Source: an optimization exercise on an open RTL-to-GDS flow (aim: small area and a short achievable clock period). Production flows keep margins and buffers that such runs may drop. Where RTL was checked, it was by simulation tests only, not by an equivalence proof against the original. No activity file was given, so power comes from the tool's default toggle rates.

== run A ==
## wavegen
module wavegen (
    input  wire        clk,
    input  wire        rst,             
    input  wire [7:0]  cmd,
    input  wire        cmd_valid,
    output wire        cmd_ready,
    output reg         pin,
    output wire        running,
    output wire [31:0] freq_out,
    output wire [31:0] inc_out,
    output wire [7:0]  duty_high_out,
    output wire [7:0]  duty_low_out
);
Settings: LEC_CHECK=0, CAP_MARGIN=20, CORE_MARGIN=2, CORE_UTILIZATION=40, CTS_BUF_LIST=sky130_fd_sc_hd__clkbuf_8, SLEW_MARGIN=20; clock period 60.0 ns.
standard.sh (not shown) runs the stock make flow with config.mk's settings and CLKGATE_MAP_FILE= SYNTH_SCRIPT=/design/flow/synth_recipe.tcl, a recipe that flattens the netlist after the stock synthesis.
==> flow/flow/run.sh <==
#!/bin/bash
# Layout flow: the standard ORFS flow (standard.sh) with the settings in
# flow/extra.mk added on top of the standard flow's config.mk:
#  - SETUP_SLACK_MARGIN: repair_timing keeps working until every path has this
#    much slack at the design's clock period, so the gates on the paths from
#    the inputs and to the outputs get sized and buffered for speed;
#  - ADDER_MAP_FILE empty: Yosys does not extract half/full adder cells, so
#    ABC maps the (ripple) arithmetic to plain gates, which is smaller here;
#  - BUFFER_PORTS_ARGS: the cell the port buffers start from.
# The clock period, constraints and synthesis script are the standard flow's.
set -euo pipefail
W=$(pwd)
{ echo "include $W/config.mk"; cat flow/extra.mk; } > "$W/flow_config.mk"
sed "s#DESIGN_CONFIG=[^ ]*#DESIGN_CONFIG=$W/flow_config.mk#" standard.sh > flow_standard.sh
bash flow_standard.sh > flow_make.log 2>&1
==> flow/flow/extra.mk <==
export SETUP_SLACK_MARGIN = 47
export ADDER_MAP_FILE =
export BUFFER_PORTS_ARGS = -buffer_cell sky130_fd_sc_hd__buf_2
Run A | stages: all done | timing, DRC, antenna: all pass
For run B, these inputs were changed with respect to run A:
==> flow/flow/extra.mk <==
export SETUP_SLACK_MARGIN = 46.5
export ADDER_MAP_FILE =
export BUFFER_PORTS_ARGS = -buffer_cell sky130_fd_sc_hd__buf_1
==> comparison <==
Both conditions hold for run B: the flow ran to the end and the final layout passed the timing, DRC and antenna checks.
Combined global-route utilization of all metal layers (run B over run A): decrease, 2.1 points
Going from run A to run B, worst setup slack after layout went down; final wirelength went down; max-slew headroom at the worst pin went down.
Run A tops out at a higher clock frequency than run B.
From run A to run B the numbers moved as follows: final cell count went down 5.4%, design area went down about 13%.
The following lists how run C was set up differently from run B:
==> flow/flow/extra.mk <==
export SETUP_SLACK_MARGIN = 46.5
export ADDER_MAP_FILE =
export BUFFER_PORTS_ARGS = -buffer_cell sky130_fd_sc_hd__buf_2
## What came out
In run C relative to run B, number of buffers other than clock buffers in the final layout had gone down by more than 10%.
Re post-placement worst setup slack: run C is 12 ps down on run B.
There was hardly any difference in height of the die between run C and run B.

* * *

wavegen, a different RTL version from the one above (not shown whole).
For scale: roughly 830 cells after synthesis.
## wavegen
module wavegen (
    input  wire        clk,
    input  wire        rst,             
    input  wire [7:0]  cmd,
    input  wire        cmd_valid,
    output wire        cmd_ready,
    output reg         pin,
    output wire        running,
    output wire [31:0] freq_out,
    output wire [31:0] inc_out,
    output wire [7:0]  duty_high_out,
    output wire [7:0]  duty_low_out
);
clock: 60.0 ns
lec_check: 0
cap_margin: 20
core_margin: 2
core_utilization: 70
cts_buf_list: sky130_fd_sc_hd__clkbuf_4
cts_cluster_size: 12
slew_margin: 20
==> flow/flow/extra.mk <==
export SETUP_SLACK_MARGIN = 46.5
export ADDER_MAP_FILE =
export BUFFER_PORTS_ARGS = -buffer_cell sky130_fd_sc_hd__buf_2
export SKIP_REPAIR_TIE_FANOUT = 1
Scripts as last shown in full above: flow/flow/run.sh
The first run finished clean.
Then changed:
==> flow/flow/extra.mk (replaced) <==
export SETUP_SLACK_MARGIN = 46.5
export ADDER_MAP_FILE =
export BUFFER_PORTS_ARGS = -buffer_cell sky130_fd_sc_hd__buf_2
Settings changed: CORE_UTILIZATION 70 to 40, CTS_BUF_LIST sky130_fd_sc_hd__clkbuf_4 to sky130_fd_sc_hd__clkbuf_8, CTS_CLUSTER_SIZE 12 to not set.
Result: Global-route usage falls by 12 points; design area came out higher by 6.2%; utilization decreases by 31 points; fmax is higher by 0.53%; setup slack improves by 0.072 ns; die area is higher by 72%; synthesized area is unchanged; hold slack degrades by 0.015 ns; routed wire length is lower by 1.4%.
Then changed:
==> flow/flow/extra.mk (replaced) <==
export SETUP_SLACK_MARGIN = 46.3
export ADDER_MAP_FILE =
export BUFFER_PORTS_ARGS = -buffer_cell sky130_fd_sc_hd__buf_2
export SKIP_REPAIR_TIE_FANOUT = 1
Settings changed: CORE_UTILIZATION 40 to 70, CTS_BUF_LIST sky130_fd_sc_hd__clkbuf_8 to sky130_fd_sc_hd__clkbuf_4.
Result: Setup slack gets worse by 0.038 ns. Synthesized cell count does not change. Sequential power is about the same. Total power decreases by 4.5%. Area after synthesis stays the same. Via count increases by 1.4%. Global-route usage increases by 12 points. Die area decreases by about 40%. Clock power decreases by 19%. Fmax stays flat. Cell area decreases by about 7%.
Then changed:
==> flow/flow/extra.mk (replaced) <==
export SETUP_SLACK_MARGIN = 46.5
export ADDER_MAP_FILE =
export BUFFER_PORTS_ARGS = -buffer_cell sky130_fd_sc_hd__buf_2
export SKIP_REPAIR_TIE_FANOUT = 1
Hold slack improved by 0.023 ns.
Total power rises slightly.
Final cell count stays the same.
Routed wire length went down slightly.
Sequential cell count is unchanged.
Final area grows slightly.
Die area does not change.
Then changed:
Settings changed: CORE_UTILIZATION 70 to 85.
- The changed run never finished: it broke off in global routing (5_1_grt) on GRT-0232
- synthesized cell count stays the same
- area after synthesis is unchanged
Then changed:
==> flow/flow/extra.mk (replaced) <==
export SETUP_SLACK_MARGIN = 46.3
export ADDER_MAP_FILE =
export BUFFER_PORTS_ARGS = -buffer_cell sky130_fd_sc_hd__buf_2
export SKIP_REPAIR_TIE_FANOUT = 1
Settings changed: CORE_UTILIZATION 85 to 70, CTS_CLUSTER_DIAMETER set to 25.
The new run finished clean.
Area after synthesis stays the same.
Synthesized cell count is unchanged.

* * *

## v34
wavegen again, from the RTL that the note above started with.
clock: 60.0 ns
lec_check: 0
cap_margin: 20
core_margin: 2
core_utilization: 70
cts_buf_list: sky130_fd_sc_hd__clkbuf_8
slew_margin: 20
==> flow/flow/extra.mk <==
export SETUP_SLACK_MARGIN = 46.5
export ADDER_MAP_FILE =
export BUFFER_PORTS_ARGS = -buffer_cell sky130_fd_sc_hd__buf_2
export SKIP_REPAIR_TIE_FANOUT = 1
Scripts as last shown in full above: flow/flow/run.sh
v34: PASS, flow complete, no timing, DRC or antenna violations
Here is what was changed in the inputs of v4 compared with v34.
Settings: a change of CORE_UTILIZATION from 70 to 40.
==> flow/flow/extra.mk <==
export SETUP_SLACK_MARGIN = 46.8
export ADDER_MAP_FILE =
export BUFFER_PORTS_ARGS = -buffer_cell sky130_fd_sc_hd__buf_2
export SKIP_REPAIR_TIE_FANOUT = 1
[summary]
When v4 is measured against v34, its all-layer global routing usage turns out 13 points lower.
Height of the chip was higher in the run labelled v4.
Against v34, the final cell area of v4 is higher.
v4 ends up with a area added between synthesis and finish that is 6.3 points higher than in v34.
Row wire length of the first global-routing pass: v4 lower / v34 higher
Setup slack in v4 is larger than in v34.
[v4] initial cell density of the core fell 31 points relative to v34
Delta (v4 minus v34): maximum frequency grew by 0.54 MHz, core utilization lower, combinational cell fraction of total power moved down, total length of routed wires has decreased.
Input changes introduced in v10 (baseline for comparison: v4):
Settings: CTS_BUF_LIST now sky130_fd_sc_hd__clkbuf_4 sky130_fd_sc_hd__clkbuf_8, was sky130_fd_sc_hd__clkbuf_8; CORE_UTILIZATION now 70, was 40.
==> flow/flow/extra.mk <==
export SETUP_SLACK_MARGIN = 46.5
export ADDER_MAP_FILE =
export BUFFER_PORTS_ARGS = -buffer_cell sky130_fd_sc_hd__buf_2
export SKIP_REPAIR_TIE_FANOUT = 1
Notes after the runs:
v10: relative area change from synthesis to final layout lower than v4. Of v10 and v4, v10 shows the lower fraction of power consumed by the clock network, with v4 above it. Summary: via count, v10 worse than v4. Leakage power summed over all cells (v4 / v10): 1.06. Row fill cell total of the finished layout: v10 lower / v4 higher. Diff v10 and v4: first-iteration DRC count higher in v10. v4 → v10: half-perimeter wire length after placement increased 3.3%; overall power consumption increased about 1.6%; slack of the critical path decreased 0.14 ns; design internal power increased 2.6%.

* * *

the baseline:
The RTL this note starts from:
==> flow/design.v <==
module wavegen (
    input  wire        clk,
    input  wire        rst,             
    input  wire [7:0]  cmd,
    input  wire        cmd_valid,
    output wire        cmd_ready,
    output reg         pin,
    output wire        running,
    output wire [31:0] freq_out,
    output wire [31:0] inc_out,
    output wire [7:0]  duty_high_out,
    output wire [7:0]  duty_low_out
);
    localparam [20:0] F_MAX = 21'd1_250_000;   
    localparam [34:0] NUM   = 35'd1_562_500;   
    reg [20:0] freq8;        
    reg        inc_sel;
    reg [5:0]  dh;           
    reg [5:0]  dl;           
    reg        run;
    reg        ready;
    reg [20:0] rem_r;        
    reg [13:0] quo;          
    reg [3:0]  dcnt;         
    reg [13:0] clkdiv_m1;    
    reg [13:0] tick_cnt;
    reg [3:0]  pattern_j;
    reg [3:0]  fq0, fq1, fq2, fq3;   
    reg [2:0]  fifo_cnt;
    reg [3:0]  cur_j;
    reg [3:0]  osr_rem;
    wire [11:0] lo_is, lo_il, lo_ds, lo_dl;
    wavegen_addk #(.W(11), .K(11'd125),  .SUB(0)) u_is (.a(freq8[10:0]), .s(lo_is));
    wavegen_addk #(.W(11), .K(11'd1250), .SUB(0)) u_il (.a(freq8[10:0]), .s(lo_il));
    wavegen_addk #(.W(11), .K(11'd125),  .SUB(1)) u_ds (.a(freq8[10:0]), .s(lo_ds));
    wavegen_addk #(.W(11), .K(11'd1250), .SUB(1)) u_dl (.a(freq8[10:0]), .s(lo_dl));
    wire [9:0]  hi_p, hi_m;
    assign hi_p[0] = 1'b1;
    assign hi_m[0] = 1'b1;
    genvar gi;
    generate
        for (gi = 1; gi < 10; gi = gi + 1) begin : g_hi
            assign hi_p[gi] = hi_p[gi-1] &  freq8[10+gi];
            assign hi_m[gi] = hi_m[gi-1] & !freq8[10+gi];
        end
    endgenerate
    wire [3:0] sat = {freq8[20:8] < 13'd5,
                      freq8[20:7] == 14'd0,
                      freq8[20:9] >= 12'd2439,
                      &(freq8 | ~F_MAX)};
    wire [21:0] rem2 = {rem_r, quo[13]};
    wire [21:0] flip;            
    wire        qbit;            
    wavegen_sub22 u_div (.a(rem2), .b({1'b0, freq8}), .x(flip), .nb(qbit));
    wire        dload = !ready && dcnt == 4'd14;
    wire        dstep = !ready && dcnt[3:1] != 3'b111;    
    always @(posedge clk) begin
        if (dload) begin
            rem_r <= NUM[34:14];
            quo   <= NUM[13:0];
        end else begin
            rem_r <= rem2[20:0] ^ ({21{qbit}} & flip[20:0]);
            if (dstep)
                quo <= {quo[12:0], qbit};
        end
    end
    reg [3:0] duty_j;
    always @(*) begin
        case (dh)
            6'd5:    duty_j = 4'd1;
            6'd10:   duty_j = 4'd2;
            6'd15:   duty_j = 4'd3;
            6'd20:   duty_j = 4'd4;
            6'd25:   duty_j = 4'd5;
            6'd30:   duty_j = 4'd6;
            6'd35:   duty_j = 4'd7;
            6'd40:   duty_j = 4'd8;
            default: duty_j = 4'd9;
        endcase
    end
    wire [5:0] dh_step = (dh == 6'd45) ? 6'd5  : dh + 6'd5;
    wire [5:0] dl_step = (dl == 6'd5)  ? 6'd45 : dl - 6'd5;
    wire tz   = tk_b;               
    wire [13:0] tick_dec;
    wire        tk_b;
    wavegen_addk #(.W(14), .K(14'd1), .SUB(1)) u_tk (.a(tick_cnt), .s({tk_b, tick_dec}));
    wire rz   = (osr_rem == 4'd0);
    wire pull = tz & rz;
    wire push = !fifo_cnt[2];
    reg [3:0] head;
    always @(*) begin
        case (fifo_cnt[1:0])
            2'd3:    head = fq1;
            2'd2:    head = fq2;
            2'd1:    head = fq3;
            default: head = fq0;
        endcase
    end
    wire pin_tick = rz ? 1'b0 : (osr_rem <= cur_j);
    always @(posedge clk) begin
        if (!run) begin
            tick_cnt <= clkdiv_m1;
            osr_rem  <= 4'd0;
            fifo_cnt <= 3'd0;
        end else begin
            tick_cnt <= tz ? clkdiv_m1 : tick_dec;
            if (tz)
                osr_rem <= rz ? 4'd9 : osr_rem - 4'd1;
            if (push && !pull)
                fifo_cnt <= fifo_cnt + 3'd1;
            else if (pull && !push)
                fifo_cnt <= fifo_cnt - 3'd1;
        end
        if (pull)
            cur_j <= head;
        if (push) begin
            fq3 <= pattern_j;
            fq2 <= fq3;
            fq1 <= fq2;
            fq0 <= fq1;
        end
    end
    wire [20:0] freq8_d;
    wire        inc_sel_d, run_d, ready_d, pin_d, div_load;
    wire [5:0]  dh_d, dl_d;
    wire [3:0]  dcnt_d;
    wavegen_late u_late (
        .rst(rst), .cmd(cmd), .cmd_valid(cmd_valid),
        .ready(ready), .run(run), .pin(pin), .inc_sel(inc_sel),
        .freq8(freq8), .lo_is(lo_is), .lo_il(lo_il), .lo_ds(lo_ds), .lo_dl(lo_dl),
        .hi_p(hi_p), .hi_m(hi_m), .sat(sat),
        .dh(dh), .dl(dl), .dh_step(dh_step), .dl_step(dl_step),
        .dcnt(dcnt), .tz(tz), .pin_tick(pin_tick),
        .freq8_d(freq8_d), .inc_sel_d(inc_sel_d), .dh_d(dh_d), .dl_d(dl_d),
        .run_d(run_d), .ready_d(ready_d), .dcnt_d(dcnt_d), .pin_d(pin_d),
        .div_load(div_load)
    );
    always @(posedge clk) begin
        freq8   <= freq8_d;
        inc_sel <= inc_sel_d;
        dh      <= dh_d;
        dl      <= dl_d;
        run     <= run_d;
        ready   <= ready_d;
        dcnt    <= dcnt_d;
        pin     <= pin_d;
        if (div_load) begin
            clkdiv_m1 <= quo;
            pattern_j <= duty_j;
        end
    end
    assign cmd_ready     = ready;
    assign running       = run;
    assign freq_out      = {8'd0, freq8, 3'd0};
    assign inc_out       = inc_sel ? 32'd10_000 : 32'd1_000;
    assign duty_high_out = {1'b0, dh, 1'b0};
    assign duty_low_out  = {1'b0, dl, 1'b0};
endmodule
module wavegen_late (
    input  wire        rst,
    input  wire [7:0]  cmd,
    input  wire        cmd_valid,
    input  wire        ready,
    input  wire        run,
    input  wire        pin,
    input  wire        inc_sel,
    input  wire [20:0] freq8,
    input  wire [11:0] lo_is, lo_il, lo_ds, lo_dl,
    input  wire [9:0]  hi_p, hi_m,
    input  wire [3:0]  sat,
    input  wire [5:0]  dh, dl, dh_step, dl_step,
    input  wire [3:0]  dcnt,
    input  wire        tz,
    input  wire        pin_tick,
    output wire [20:0] freq8_d,
    output wire        inc_sel_d,
    output wire [5:0]  dh_d, dl_d,
    output wire        run_d,
    output wire        ready_d,
    output wire [3:0]  dcnt_d,
    output wire        pin_d,
    output wire        div_load
);
    localparam [20:0] F_MIN = 21'd125;
    localparam [20:0] F_MAX = 21'd1_250_000;
    localparam [20:0] F_RST = 21'd2_500;
    wire acc     = cmd_valid & ready & (cmd[3:1] == 3'b000);
    wire c_fr    = acc & (cmd[7:5] == 3'b001);             
    wire c_sel   = acc & (cmd[7:4] == 4'h4);
    wire acc0    = acc & !cmd[0];
    wire c_start = acc0 & (cmd[7:4] == 4'h1);
    wire c_step  = acc0 & (cmd[7:4] == 4'h5);
    wire c_sync  = acc0 & (cmd[7:4] == 4'h6);
    wire c_stop  = acc0 & (cmd[7:4] == 4'h7);
    wire dec     = cmd[4];
    wire sel     = cmd[0];
    reg [11:0] lo;
    reg        sat_x;
    always @(*) begin
        case ({dec, sel})
            2'b00:   begin lo = lo_is; sat_x = sat[0]; end
            2'b01:   begin lo = lo_il; sat_x = sat[1]; end
            2'b10:   begin lo = lo_ds; sat_x = sat[2]; end
            default: begin lo = lo_dl; sat_x = sat[3]; end
        endcase
    end
    wire        cy    = lo[11];
    wire [9:0]  hi    = freq8[20:11] ^ ({10{cy & !dec}} & hi_p | {10{cy & dec}} & hi_m);
    wire [20:0] f_new = sat_x ? (dec ? F_MIN : F_MAX) : {hi, lo[10:0]};
    assign freq8_d   = rst ? F_RST : c_fr ? f_new : freq8;
    assign inc_sel_d = rst ? 1'b1 : c_sel ? sel : inc_sel;
    assign dh_d      = rst ? 6'd25 : c_step ? dh_step : dh;
    assign dl_d      = rst ? 6'd25 : c_step ? dl_step : dl;
    assign run_d     = !rst & (c_start | (run & !c_stop));
    assign ready_d   = !rst & !c_fr & (ready | dcnt == 4'd15);
    assign dcnt_d    = (rst | c_fr) ? 4'd14 : dcnt - 4'd1;
    assign pin_d     = rst ? 1'b0 :
                       !run ? (c_start | pin) :
                       (tz & !c_stop) ? pin_tick : pin;
    assign div_load  = !run | c_sync | c_stop;    
endmodule
module wavegen_addk #(parameter W = 8, parameter [W-1:0] K = 0, parameter SUB = 0) (
    input  wire [W-1:0] a,
    output wire [W:0]   s
);
    wire [W:0] c;
    assign c[0] = 1'b0;
    genvar i;
    generate
        for (i = 0; i < W; i = i + 1) begin : g
            assign s[i] = a[i] ^ K[i] ^ c[i];
            if (SUB == 0)
                assign c[i+1] = K[i] ? (a[i] | c[i]) : (a[i] & c[i]);
            else
                assign c[i+1] = K[i] ? (!a[i] | c[i]) : (!a[i] & c[i]);
        end
    endgenerate
    assign s[W] = c[W];
endmodule
module wavegen_sub22 (
    input  wire [21:0] a,
    input  wire [21:0] b,
    output wire [21:0] x,
    output wire        nb
);
    wire [22:0] c;               
    assign c[0] = 1'b0;
    genvar i;
    generate
        for (i = 0; i < 22; i = i + 1) begin : g
            wire p = a[i] ^ b[i];
            assign x[i]   = b[i] ^ c[i];
            assign c[i+1] = p ? b[i] : c[i];
        end
    endgenerate
    assign nb = !c[22];
endmodule
Settings: LEC_CHECK=0, CAP_MARGIN=20, CORE_MARGIN=2, CORE_UTILIZATION=40, CTS_BUF_LIST=sky130_fd_sc_hd__clkbuf_8, SLEW_MARGIN=20; clock period 60.0 ns.
==> flow/flow/extra.mk <==
export SETUP_SLACK_MARGIN = 46
export ADDER_MAP_FILE =
export BUFFER_PORTS_ARGS = -buffer_cell sky130_fd_sc_hd__buf_2
Scripts as last shown in full above: flow/flow/run.sh
Setup changes, the baseline to the candidate
==> flow/flow/extra.mk <==
export SETUP_SLACK_MARGIN = 46.5
export ADDER_MAP_FILE =
export BUFFER_PORTS_ARGS = -buffer_cell sky130_fd_sc_hd__buf_2
Results
Compared with the baseline, in the candidate synthesis-to-finish area growth now larger; post-detailed-routing wire length increased by about 0.3% relative to the old numbers; number of setup buffers added after CTS closely matched the old numbers. Proportion of power drawn by combinational gates ended up 0.2 points higher on the candidate than on the baseline. | post-route worst hold slack | the baseline vs the candidate | ≈ equal |. The candidate ends up with lower total met2 wirelength after detailed routing than the baseline does. Max worst setup slack across the candidate and the baseline: the candidate.
Function was not checked in any run of this note: the RTL went through the layout flow alone.

-- afterwards: timing with drivers on the ports --
The flow's constraints put no driver on any port. The routed layouts listed below were extracted and timed again, unchanged, in two steps.
Step 1 assumes that a clkbuf_16 drives the clock port and a buf_2 every other input.
Step 2, shift: input delay + t, output delay - t, t = (earliest + latest rising clock arrival at the registers) / 2. This alone moves slack from input paths to output paths.
Slacks: ideal ports / drivers / drivers and shift; pairs: ideal ports / drivers.
run | shift t [ns] | setup WS [ns] | pins driven straight from the clock port
run A | 0.489 | 46.664 / 46.632 / 46.143 | 1
run B | 0.480 | 46.432 / 46.434 / 45.954 | 1
run C | 0.474 | 46.570 / 46.573 / 46.100 | 1
the first run of note 2 | 0.565 | 46.295 / 46.261 / 45.702 | 1
the second run of note 2 | 0.485 | 46.367 / 46.292 / 45.806 | 1
the third run of note 2 | 0.557 | 46.329 / 46.254 / 45.697 | 1
the fourth run of note 2 | 0.565 | 46.295 / 46.261 / 45.702 | 1
the sixth run of note 2 | 0.557 | 46.329 / 46.254 / 45.697 | 1
v34 | 0.468 | 46.222 / 46.159 / 45.691 | 1
v4 | 0.479 | 46.325 / 46.251 / 45.772 | 1
v10 | 0.475 | 46.185 / 46.129 / 45.654 | 1
the baseline | 0.480 | 46.172 / 46.189 / 45.709 | 1
the candidate | 0.497 | 46.529 / 46.505 / 46.008 | 1
After both steps every run listed still meets setup and hold.
